Background: an optimization exercise with open tools, aiming at small area, a short achievable clock period and few clock cycles. Do not read the settings as production practice.
At most, simulation tests tie the RTL to the original design; equivalence was not proved.
Power figures rest on the tool's default switching activity, not on a simulated workload.

==> pepper: inputs <==
// rps_serial_core
module rps_serial_core (
    input  wire       clk,
    input  wire       rst,         
    input  wire       drv_ready,   
    input  wire [7:0] in_port,     
    input  wire [9:0] dist_mm,     
    input  wire       tick,        
    input  wire       rx_valid,
    input  wire [7:0] rx_data,
    output wire       rx_ready,
    output wire       tx_valid,
    output wire [7:0] tx_data,
    input  wire       tx_ready,
    output wire [7:0] out_port     
);
    localparam [1:0] D_HUNT = 2'd0, D_LEN = 2'd1, D_PAY = 2'd2;
    localparam [2:0] R_OKAY = 3'd0, R_NC = 3'd1, R_IBIT = 3'd2, R_IMOT = 3'd3,
                     R_UNK  = 3'd4, R_POLL = 3'd5, R_XDOM = 3'd6;
    localparam [3:0] K_POLL = 4'd0, K_O = 4'd1, K_RESET = 4'd2, K_XDOM = 4'd3,
                     K_MD = 4'd4, K_MP = 4'd5, K_TRUE = 4'd6, K_FALSE = 4'd7,
                     K_STOP = 4'd8, K_FWD = 4'd9, K_REV = 4'd10, K_NONE = 4'd15;
    localparam [2:0] T_IDLE = 3'd0, T_H1 = 3'd1, T_H2 = 3'd2, T_ROM = 3'd3,
                     T_ECHO = 3'd4, T_NL = 3'd5, T_POLL = 3'd6;
    localparam [1:0] C_EQ = 2'd0, C_LT = 2'd1, C_GT = 2'd2;
    localparam integer TAP = 7;
    localparam [4:0] RD_WRAP = (16 + TAP + 1) % 17;
    localparam [7:0] A_PROB = 8'd0;
    localparam [7:0] A_NC = 8'd8;
    localparam [7:0] A_IBIT = 8'd48;
    localparam [7:0] A_IMOT = 8'd60;
    localparam [7:0] A_UNK = 8'd79;
    localparam [7:0] A_XDOM = 8'd97;
    localparam [7:0] A_OKAY = 8'd189;
    function [3:0] kw_len(input [3:0] k);
        case (k)
            4'd0: kw_len = 4'd4;
            4'd1: kw_len = 4'd1;
            4'd2: kw_len = 4'd9;
            4'd3: kw_len = 4'd15;
            4'd4: kw_len = 4'd2;
            4'd5: kw_len = 4'd2;
            4'd6: kw_len = 4'd4;
            4'd7: kw_len = 4'd5;
            4'd8: kw_len = 4'd7;
            4'd9: kw_len = 4'd7;
            4'd10: kw_len = 4'd7;
            default: kw_len = 4'd15;
        endcase
    endfunction
  ...
clock: 110.0 ns
lec_check: 0
cap_margin: 20
core_margin: 2
core_utilization: 65
cts_buf_list: sky130_fd_sc_hd__clkbuf_16
cts_cluster_diameter: 60
cts_cluster_size: 24
place_density: 0.75
slew_margin: 20
run.sh (not shown) runs the stock make flow with config.mk's settings and CLKGATE_MAP_FILE= SYNTH_SCRIPT=/design/flow/synth_recipe.tcl, a recipe that flattens the netlist after the stock synthesis.
==> xenon (differences from pepper) <==
--- a/flow/design.v
+++ b/flow/design.v
@@ -18,16 +18,14 @@
                      R_UNK  = 3'd4, R_POLL = 3'd5, R_XDOM = 3'd6;
     localparam [3:0] K_POLL = 4'd0, K_O = 4'd1, K_RESET = 4'd2, K_XDOM = 4'd3,
                      K_MD = 4'd4, K_MP = 4'd5, K_TRUE = 4'd6, K_FALSE = 4'd7,
                      K_STOP = 4'd8, K_FWD = 4'd9, K_REV = 4'd10, K_NONE = 4'd15;
     localparam [2:0] T_IDLE = 3'd0, T_H1 = 3'd1, T_H2 = 3'd2, T_ROM = 3'd3,
                      T_ECHO = 3'd4, T_NL = 3'd5, T_POLL = 3'd6;
     localparam [1:0] C_EQ = 2'd0, C_LT = 2'd1, C_GT = 2'd2;
-    localparam integer TAP = 7;
-    localparam [4:0] RD_WRAP = (16 + TAP + 1) % 17;
     localparam [7:0] A_PROB = 8'd0;
     localparam [7:0] A_NC = 8'd8;
     localparam [7:0] A_IBIT = 8'd48;
     localparam [7:0] A_IMOT = 8'd60;
     localparam [7:0] A_UNK = 8'd79;
     localparam [7:0] A_XDOM = 8'd97;
     localparam [7:0] A_OKAY = 8'd189;
@@ -191,22 +189,20 @@
     reg [2:0] tst;
     reg [2:0] tk;
     reg [7:0] tl;             
     reg [7:0] ra;             
     reg [3:0] rc;             
     reg [4:0] rs;             
     reg [1:0] t_o;            
-    wire [3:0] pl = ra[7:4];  
-    wire [3:0] pc = ra[3:0];  
-    wire [11:0] bcd = {tl, rc};   
-    wire [3:0] dd = rs[3:0];      
+    reg [3:0] pl, pc;         
+    reg [11:0] bcd;
+    reg [3:0] dd;
     reg       prot;           
     reg [3:0] budget;         
     reg       pend;
-    reg [1:0] eh;             
     reg [7:0] txd, sb;
     reg       txv, sbv;
     wire [3:0] klen   = kw_len(kw);
     wire       match  = alive && (pos == klen);
     wire       int_ok = dig && !bad &&
                         ((sig < 4'd10) || ((sig == 4'd10) && (neg ? (cmp != C_GT) : (cmp == C_LT))));
     wire       is0    = (val == 3'd0);
@@ -364,20 +360,18 @@
     wire [119:0] ring_top;
     genvar gc;
     generate
         for (gc = 0; gc < 15; gc = gc + 1) begin : g_col
             reg [135:0] r;
             always @(posedge clk)
                 r <= {r[127:0], (wr && wcol == gc) ? hb : r[135:128]};
-            assign ring_top[gc*8 +: 8] = r[8*TAP +: 8];
+            assign ring_top[gc*8 +: 8] = r[135:128];
         end
     endgenerate
     wire [7:0] ring_rd = ring_top[rc*8 +: 8];
-    wire [5:0] fs_t  = {1'b0, fs} + TAP + 6'd1;
-    wire [4:0] fs_rd = (fs_t >= 6'd17) ? fs_t[4:0] - 5'd17 : fs_t[4:0];
     function on_now(input [2:0] p, input [1:0] m4, input [1:0] m3);
         case (p)
             3'd0: on_now = 1'b0;
             3'd1: on_now = (m4 == 2'd3);
             3'd2: on_now = (m3 == 2'd2);
             3'd3: on_now = m4[0];
             3'd4: on_now = (m3 != 2'd0);
@@ -654,73 +648,53 @@
                 4'd6: pchar = pbit ? "u" : "l";
                 4'd7: pchar = pbit ? "e" : "s";
                 4'd8: pchar = pbit ? 8'h0a : "e";
                 default: pchar = 8'h0a;
             endcase
         end
     end
-    wire       idle  = (tst == T_IDLE);
-    wire [2:0] ck    = idle ? kind : tk;
-    wire [7:0] cl    = idle ? flen : tl;
-    wire [1:0] co    = idle ? {o2, o1} : t_o;
     wire [3:0] nf = {3'd0, ~in_q[0]} + {3'd0, ~in_q[1]} + {3'd0, ~in_q[2]} +
                     {3'd0, ~in_q[3]} + {3'd0, ~in_q[4]} + {3'd0, ~in_q[5]} +
-                    {3'd0, ~in_q[6]} + {3'd0, ~co[0]} + {3'd0, ~co[1]};
-    wire [8:0] unk_n = {1'b0, cl} + 9'd27;
-    wire       nhi   = (ck == R_UNK) && unk_n[8];
-    wire       found_now = found || (wr && pq == 2'd3 && hb == "l");
-    wire       early = found_now && !hold && ((dst == D_PAY) || fin) &&
-                       ((eh == 2'd0) || (eh == 2'd1 && flen < 8'd229));
-    wire [7:0] body0 = (ck == R_OKAY) ? A_OKAY : (ck == R_XDOM) ? A_XDOM :
-                       (ck == R_POLL) ? 8'd0 : A_PROB;
+                    {3'd0, ~in_q[6]} + {3'd0, ~t_o[0]} + {3'd0, ~t_o[1]};
+    wire [8:0] unk_n = {1'b0, tl} + 9'd27;
     reg  [7:0] nlo;
     always @(*) begin
-        case (ck)
+        case (tk)
             R_OKAY:  nlo = 8'd5;
             R_NC:    nlo = 8'd48;
             R_IBIT:  nlo = 8'd20;
             R_IMOT:  nlo = 8'd27;
             R_UNK:   nlo = unk_n[7:0];
             R_POLL:  nlo = 8'd84 + {4'd0, nf} + {5'd0, ndig};
             default: nlo = 8'd92;
         endcase
     end
     reg       pvalid;
     reg [7:0] pbyte;
     always @(*) begin
         pvalid = 1'b1;
         case (tst)
-            T_IDLE: begin
-                pvalid = hold || early;
-                pbyte  = (eh == 2'd0) ? 8'haa : (eh == 2'd1) ? {7'd0, nhi && hold} : nlo;
-            end
-            T_H1:   pbyte = {7'd0, nhi};
+            T_IDLE: begin pvalid = hold; pbyte = 8'haa; end
+            T_H1:   pbyte = {7'd0, (tk == R_UNK) && unk_n[8]};
             T_H2:   pbyte = nlo;
             T_ROM:  pbyte = {1'b0, rom_q[6:0]};
             T_ECHO: begin pvalid = (ph == rs); pbyte = ring_rd; end
             T_NL:   pbyte = 8'h0a;
             default: pbyte = pchar;
         endcase
     end
     assign push = pvalid && !sbv;
     always @(posedge clk) begin
         if (rst) begin
-            tst <= T_IDLE; prot <= 1'b0; pend <= 1'b0; eh <= 2'd0;
+            tst <= T_IDLE; prot <= 1'b0; pend <= 1'b0;
         end else begin
             pend <= hold && !tx_load;
             if (push) begin
                 case (tst)
-                    T_IDLE: begin
-                        if (hold) begin
-                            eh  <= 2'd0;
-                            tst <= (eh == 2'd0) ? T_H1 : (eh == 2'd1) ? T_H2 :
-                                   (kind == R_POLL) ? T_POLL : T_ROM;
-                        end else
-                            eh <= eh + 2'd1;
-                    end
+                    T_IDLE: tst <= T_H1;
                     T_H1:   tst <= T_H2;
                     T_H2:   tst <= (tk == R_POLL) ? T_POLL : T_ROM;
                     T_ROM:  if (rom_q[7] && ra != A_PROB + 8'd7)
                                 tst <= (tk == R_UNK) ? T_ECHO : T_IDLE;
                     T_ECHO: if (tl == 8'd1) begin tst <= T_NL; prot <= 1'b0; end
                     T_NL:   tst <= T_IDLE;
                     default: if (pl_last && pl == 4'd9) tst <= T_IDLE;
@@ -730,44 +704,48 @@
                 prot   <= (kind == R_UNK);
                 budget <= 4'd15 - fspan;
             end else if (wr && adv && budget != 4'd0)
                 budget <= budget - 4'd1;
         end
         if (tx_load) begin
             tk  <= kind;
-            tl  <= (kind == R_UNK) ? flen : 8'd0;
-            rc  <= (kind == R_UNK) ? fc : 4'd0;
-            rs  <= (kind == R_UNK) ? fs_rd : 5'd0;
+            tl  <= flen;
+            rc  <= fc;
+            rs  <= fs;
             t_o <= {o2, o1};
-        end else if (tk == R_POLL && dd != 4'd10) begin
-            {tl, rc} <= {bcd[10:8] + ((bcd[11:8] >= 4'd5) ? 3'd3 : 3'd0),
-                         bcd[7:4]  + ((bcd[7:4]  >= 4'd5) ? 4'd3 : 4'd0),
-                         bcd[3:0]  + ((bcd[3:0]  >= 4'd5) ? 4'd3 : 4'd0),
-                         dist_q[4'd9 - dd]};
-            rs  <= {1'b0, dd + 4'd1};
+            bcd <= 12'd0;
+            dd  <= 4'd0;
+        end else if (dd != 4'd10) begin
+            bcd <= {bcd[10:8] + ((bcd[11:8] >= 4'd5) ? 3'd3 : 3'd0),
+                    bcd[7:4]  + ((bcd[7:4]  >= 4'd5) ? 4'd3 : 4'd0),
+                    bcd[3:0]  + ((bcd[3:0]  >= 4'd5) ? 4'd3 : 4'd0),
+                    dist_q[4'd9 - dd]};
+            dd  <= dd + 4'd1;
         end
         if (push) begin
             case (tst)
-                T_IDLE: ra <= body0;
-                T_H2:   ra <= body0;
+                T_H2: begin
+                    ra <= (tk == R_OKAY) ? A_OKAY : (tk == R_XDOM) ? A_XDOM : A_PROB;
+                    pl <= 4'd0; pc <= 4'd0;
+                end
                 T_ROM: begin
                     if (rom_q[7])
                         ra <= (tk == R_NC) ? A_NC : (tk == R_IBIT) ? A_IBIT :
                               (tk == R_IMOT) ? A_IMOT : A_UNK;
                     else
                         ra <= ra + 8'd1;
                 end
                 T_ECHO: begin
                     tl <= tl - 8'd1;
                     rs <= inc17(rs);
-                    if (rs == RD_WRAP) rc <= inc15(rc);
+                    if (rs == 5'd16) rc <= inc15(rc);
                 end
                 T_POLL: begin
-                    if (pl_last) ra <= {pl + 4'd1, 4'd0};
-                    else         ra <= ra + 8'd1;
+                    if (pl_last) begin pl <= pl + 4'd1; pc <= 4'd0; end
+                    else pc <= pc + 4'd1;
                 end
                 default: ;
             endcase
         end
     end
     wire adv_out = ~txv | tx_ready;
     always @(posedge clk) begin
==> flow/flow/run.sh (new file) <==
#!/bin/bash
# Standard layout, with faster cells for the port buffers.
set -euo pipefail
cd "$(dirname "$0")/.."
export BUFFER_PORTS_ARGS="-buffer_cell sky130_fd_sc_hd__buf_4"
bash standard.sh finish > standard.log 2>&1
==> flow/standard.sh (new file) <==
#!/bin/bash
# synth_recipe.tcl (not shown) runs the flow's synth.tcl, then flattens the netlist and writes it again
# the make line also repeats each setting of config.mk as NAME=value (left out here)
make -C /OpenROAD-flow-scripts/flow DESIGN_CONFIG=/design/flow/config.mk WORK_HOME=/design/flow/orfs CLKGATE_MAP_FILE= SYNTH_SCRIPT=/design/flow/synth_recipe.tcl "${@:-finish}"
Settings changed: CORE_UTILIZATION 65 to 70, CTS_BUF_LIST sky130_fd_sc_hd__clkbuf_16 to not set, CTS_CLUSTER_DIAMETER 60 to not set, CTS_CLUSTER_SIZE 24 to not set, PLACE_DENSITY 0.75 to 0.8.
removed: flow/run.sh
==> sierra (differences from pepper) <==
--- a/flow/design.v
+++ b/flow/design.v
@@ -178,15 +178,14 @@
     reg       c_ok, c01, c1;  
     reg       v_ok;           
     reg [2:0] v;              
     reg [3:0] wc;             
     reg [4:0] exps;           
     reg [3:0] fc;             
     reg [4:0] fs;             
-    reg [3:0] fspan;          
     reg       o1, o2;
     reg [3:0] mot;            
     reg [1:0] dir0, dir1;
     reg [2:0] pow0, pow1;
     reg [1:0] t4, t3;
     reg [2:0] tst;
     reg [2:0] tk;
@@ -196,15 +195,15 @@
     reg [4:0] rs;             
     reg [1:0] t_o;            
     wire [3:0] pl = ra[7:4];  
     wire [3:0] pc = ra[3:0];  
     wire [11:0] bcd = {tl, rc};   
     wire [3:0] dd = rs[3:0];      
     reg       prot;           
-    reg [3:0] budget;         
+    reg       plong;          
     reg       pend;
     reg [1:0] eh;             
     reg [7:0] txd, sb;
     reg       txv, sbv;
     wire [3:0] klen   = kw_len(kw);
     wire       match  = alive && (pos == klen);
     wire       int_ok = dig && !bad &&
@@ -244,15 +243,15 @@
     end
     wire do_set = act && (nseg != 3'd0) && ok3 && c01;
     wire       hold    = pend | (act & found);
     wire       push;
     wire       tx_load = (tst == T_IDLE) && hold && push;
     wire       first   = (j == 8'd0);
     wire       adv     = first || (exps == 5'd0);
-    wire       pay_ok  = (first || (ph == exps)) && (!adv || !prot || (budget != 4'd0));
+    wire       pay_ok  = (first || (ph == exps)) && (!adv || !prot || (!plong && wcol != rc));
     wire [3:0] wcol    = adv ? inc15(wc) : wc;
     assign take = hv && ((dst == D_HUNT) ||
                          (dst == D_LEN && (!hold || tx_load)) ||
                          (dst == D_PAY && pay_ok));
     wire       wr      = take && (dst == D_PAY);
     wire       is_dig  = (hb >= "0") && (hb <= "9");
     wire [3:0] dval    = hb[3:0];
@@ -282,17 +281,16 @@
             flen <= hb;
             j    <= 8'd0;
         end else if (wr)
             j <= j + 8'd1;
         if (wr) begin
             exps <= inc17(ph);
             if (first) begin
-                fc <= wcol; fs <= ph; fspan <= 4'd1;
-            end else if (adv && fspan != 4'd15)
-                fspan <= fspan + 4'd1;
+                fc <= wcol; fs <= ph;
+            end
         end
         if (take && dst == D_LEN) begin
             nseg <= 3'd0; name <= K_NONE; pq <= 2'd0; found <= 1'b0;
         end
         if ((take && dst == D_LEN) || (wr && hb == "/")) begin
             kw <= K_NONE; pos <= 4'd0; alive <= 1'b1;
             neg <= 1'b0; dig <= 1'b0; bad <= 1'b0;
@@ -663,15 +661,15 @@
     wire [7:0] cl    = idle ? flen : tl;
     wire [1:0] co    = idle ? {o2, o1} : t_o;
     wire [3:0] nf = {3'd0, ~in_q[0]} + {3'd0, ~in_q[1]} + {3'd0, ~in_q[2]} +
                     {3'd0, ~in_q[3]} + {3'd0, ~in_q[4]} + {3'd0, ~in_q[5]} +
                     {3'd0, ~in_q[6]} + {3'd0, ~co[0]} + {3'd0, ~co[1]};
     wire [8:0] unk_n = {1'b0, cl} + 9'd27;
     wire       nhi   = (ck == R_UNK) && unk_n[8];
-    wire       found_now = found || (wr && pq == 2'd3 && hb == "l");
+    wire       found_now = found || (hv && dst == D_PAY && pq == 2'd3 && hb == "l");
     wire       early = found_now && !hold && ((dst == D_PAY) || fin) &&
                        ((eh == 2'd0) || (eh == 2'd1 && flen < 8'd229));
     wire [7:0] body0 = (ck == R_OKAY) ? A_OKAY : (ck == R_XDOM) ? A_XDOM :
                        (ck == R_POLL) ? 8'd0 : A_PROB;
     reg  [7:0] nlo;
     always @(*) begin
         case (ck)
@@ -724,17 +722,16 @@
                     T_ECHO: if (tl == 8'd1) begin tst <= T_NL; prot <= 1'b0; end
                     T_NL:   tst <= T_IDLE;
                     default: if (pl_last && pl == 4'd9) tst <= T_IDLE;
                 endcase
             end
             if (tx_load) begin
                 prot   <= (kind == R_UNK);
-                budget <= 4'd15 - fspan;
-            end else if (wr && adv && budget != 4'd0)
-                budget <= budget - 4'd1;
+                plong  <= (flen >= 8'd239);
+            end
         end
         if (tx_load) begin
             tk  <= kind;
             tl  <= (kind == R_UNK) ? flen : 8'd0;
             rc  <= (kind == R_UNK) ? fc : 4'd0;
             rs  <= (kind == R_UNK) ? fs_rd : 5'd0;
             t_o <= {o2, o1};
@@ -768,22 +765,23 @@
                 default: ;
             endcase
         end
     end
     wire adv_out = ~txv | tx_ready;
     always @(posedge clk) begin
         if (rst) begin
-            txv <= 1'b0; sbv <= 1'b0;
+            txv <= 1'b0; sbv <= 1'b0; txd <= 8'd0;
         end else if (adv_out) begin
             txv <= sbv | push;
             sbv <= 1'b0;
         end else if (push)
             sbv <= 1'b1;
-        if (adv_out) begin
+        if (!rst && adv_out) begin
             if (sbv)       txd <= sb;
             else if (push) txd <= pbyte;
-        end else if (push)
+        end
+        if (!adv_out && push)
             sb <= pbyte;
     end
     assign tx_valid = txv;
     assign tx_data  = txd;
 endmodule
==> flow/flow/run.sh (new file) <==
#!/bin/bash
# Standard layout, with faster cells for the port buffers.
set -euo pipefail
cd "$(dirname "$0")/.."
export BUFFER_PORTS_ARGS="-buffer_cell sky130_fd_sc_hd__buf_4"
bash standard.sh finish > standard.log 2>&1
==> flow/standard.sh (new file) <==
#!/bin/bash
# synth_recipe.tcl (not shown) runs the flow's synth.tcl, then flattens the netlist and writes it again
# the make line also repeats each setting of config.mk as NAME=value (left out here)
make -C /OpenROAD-flow-scripts/flow DESIGN_CONFIG=/design/flow/config.mk WORK_HOME=/design/flow/orfs CLKGATE_MAP_FILE= SYNTH_SCRIPT=/design/flow/synth_recipe.tcl "${@:-finish}"
Settings changed: ABC_AREA set to 1, CTS_BUF_LIST sky130_fd_sc_hd__clkbuf_16 to sky130_fd_sc_hd__clkbuf_8 sky130_fd_sc_hd__clkbuf_16, CTS_CLUSTER_DIAMETER 60 to 45, CTS_CLUSTER_SIZE 24 to 20.
removed: flow/run.sh
==> results.txt <==
* leak pwr: 26.8 nW
* initial antenna violation count: 5
* multi-input gate area in the final layout: 11800 um^2
* Non-clk invs: 102
* sequential group share of total power: 49.6%
* status: finished clean
* grt met2 use: 52.3%
* fraction of the mapped netlist area in compound gates: 6.17%
* Worst slew margin: 26.6%
* number of instances in the placed design: 5272
* met1 layer usage reported by global route: 38.2%
* total number of placement rows: 106
* average size of a mapped cell: 14.1 um^2
* met3 wirelength from detailed routing: 6720 um
* Critical path origin: txv
The numbers above come from xenon.

==> results.txt <==
* status: finished clean
* Critical path origin: rx_rdy
* met1 layer usage reported by global route: 33.9%
* initial antenna violation count: 0
* average size of a mapped cell: 13.9 um^2
* multi-input gate area in the final layout: 12500 um^2
* Worst slew margin: 25.3%
* Non-clk invs: 103
* grt met2 use: 38.1%
* sequential group share of total power: 62.2%
The numbers above come from pepper.

==> results.txt <==
* status: finished clean
* initial antenna violation count: 5
* sequential group share of total power: 57.4%
* multi-input gate area in the final layout: 11300 um^2
* Non-clk invs: 346
* met1 layer usage reported by global route: 37.7%
* Post CTS Setup Buffer Count: 0
* count of state elements after synthesis: 2250
* total number of tap cells: 1176
* Critical path origin: txd[5]
* total number of placement rows: 110
* fraction of the mapped netlist area in compound gates: 6.07%
* grt met2 use: 40.9%
* leak pwr: 27.0 nW
* average size of a mapped cell: 12.1 um^2
The numbers above come from sierra.

Testbench counts of xenon, summed over its fixed seeds: cycles 23,789.
Testbench counts of sierra, summed over its fixed seeds: cycles 23,256.
Only the layout flow was run in pepper; the RTL was not checked for function there.

[separate check: timing with driven ports]
Ports are ideal in the flow. The routed layouts listed here were re-timed in OpenROAD. Step 1 assumes that a clkbuf_16 drives the clock port and a buf_2 every other input. Step 2 also shifts input and output timing later by t, the mid clock arrival at the registers, as if the neighbouring blocks saw the same clock. Three values: ideal ports, drivers, drivers and shift; two values: the first two.
run | shift t [ns] | setup WS [ns] | worst setup path after step 2
pepper | 0.766 | 86.292 / 86.221 / 86.572 | input to register
xenon | 0.840 | 86.670 / 86.599 / 86.882 | input to register
sierra | 0.815 | 86.715 / 86.642 / 86.172 | input to register
After both steps every run listed still meets setup and hold. For sierra, which loses most, drivers alone change the setup slack by -0.073 ns; drivers and shift together by -0.543 ns.
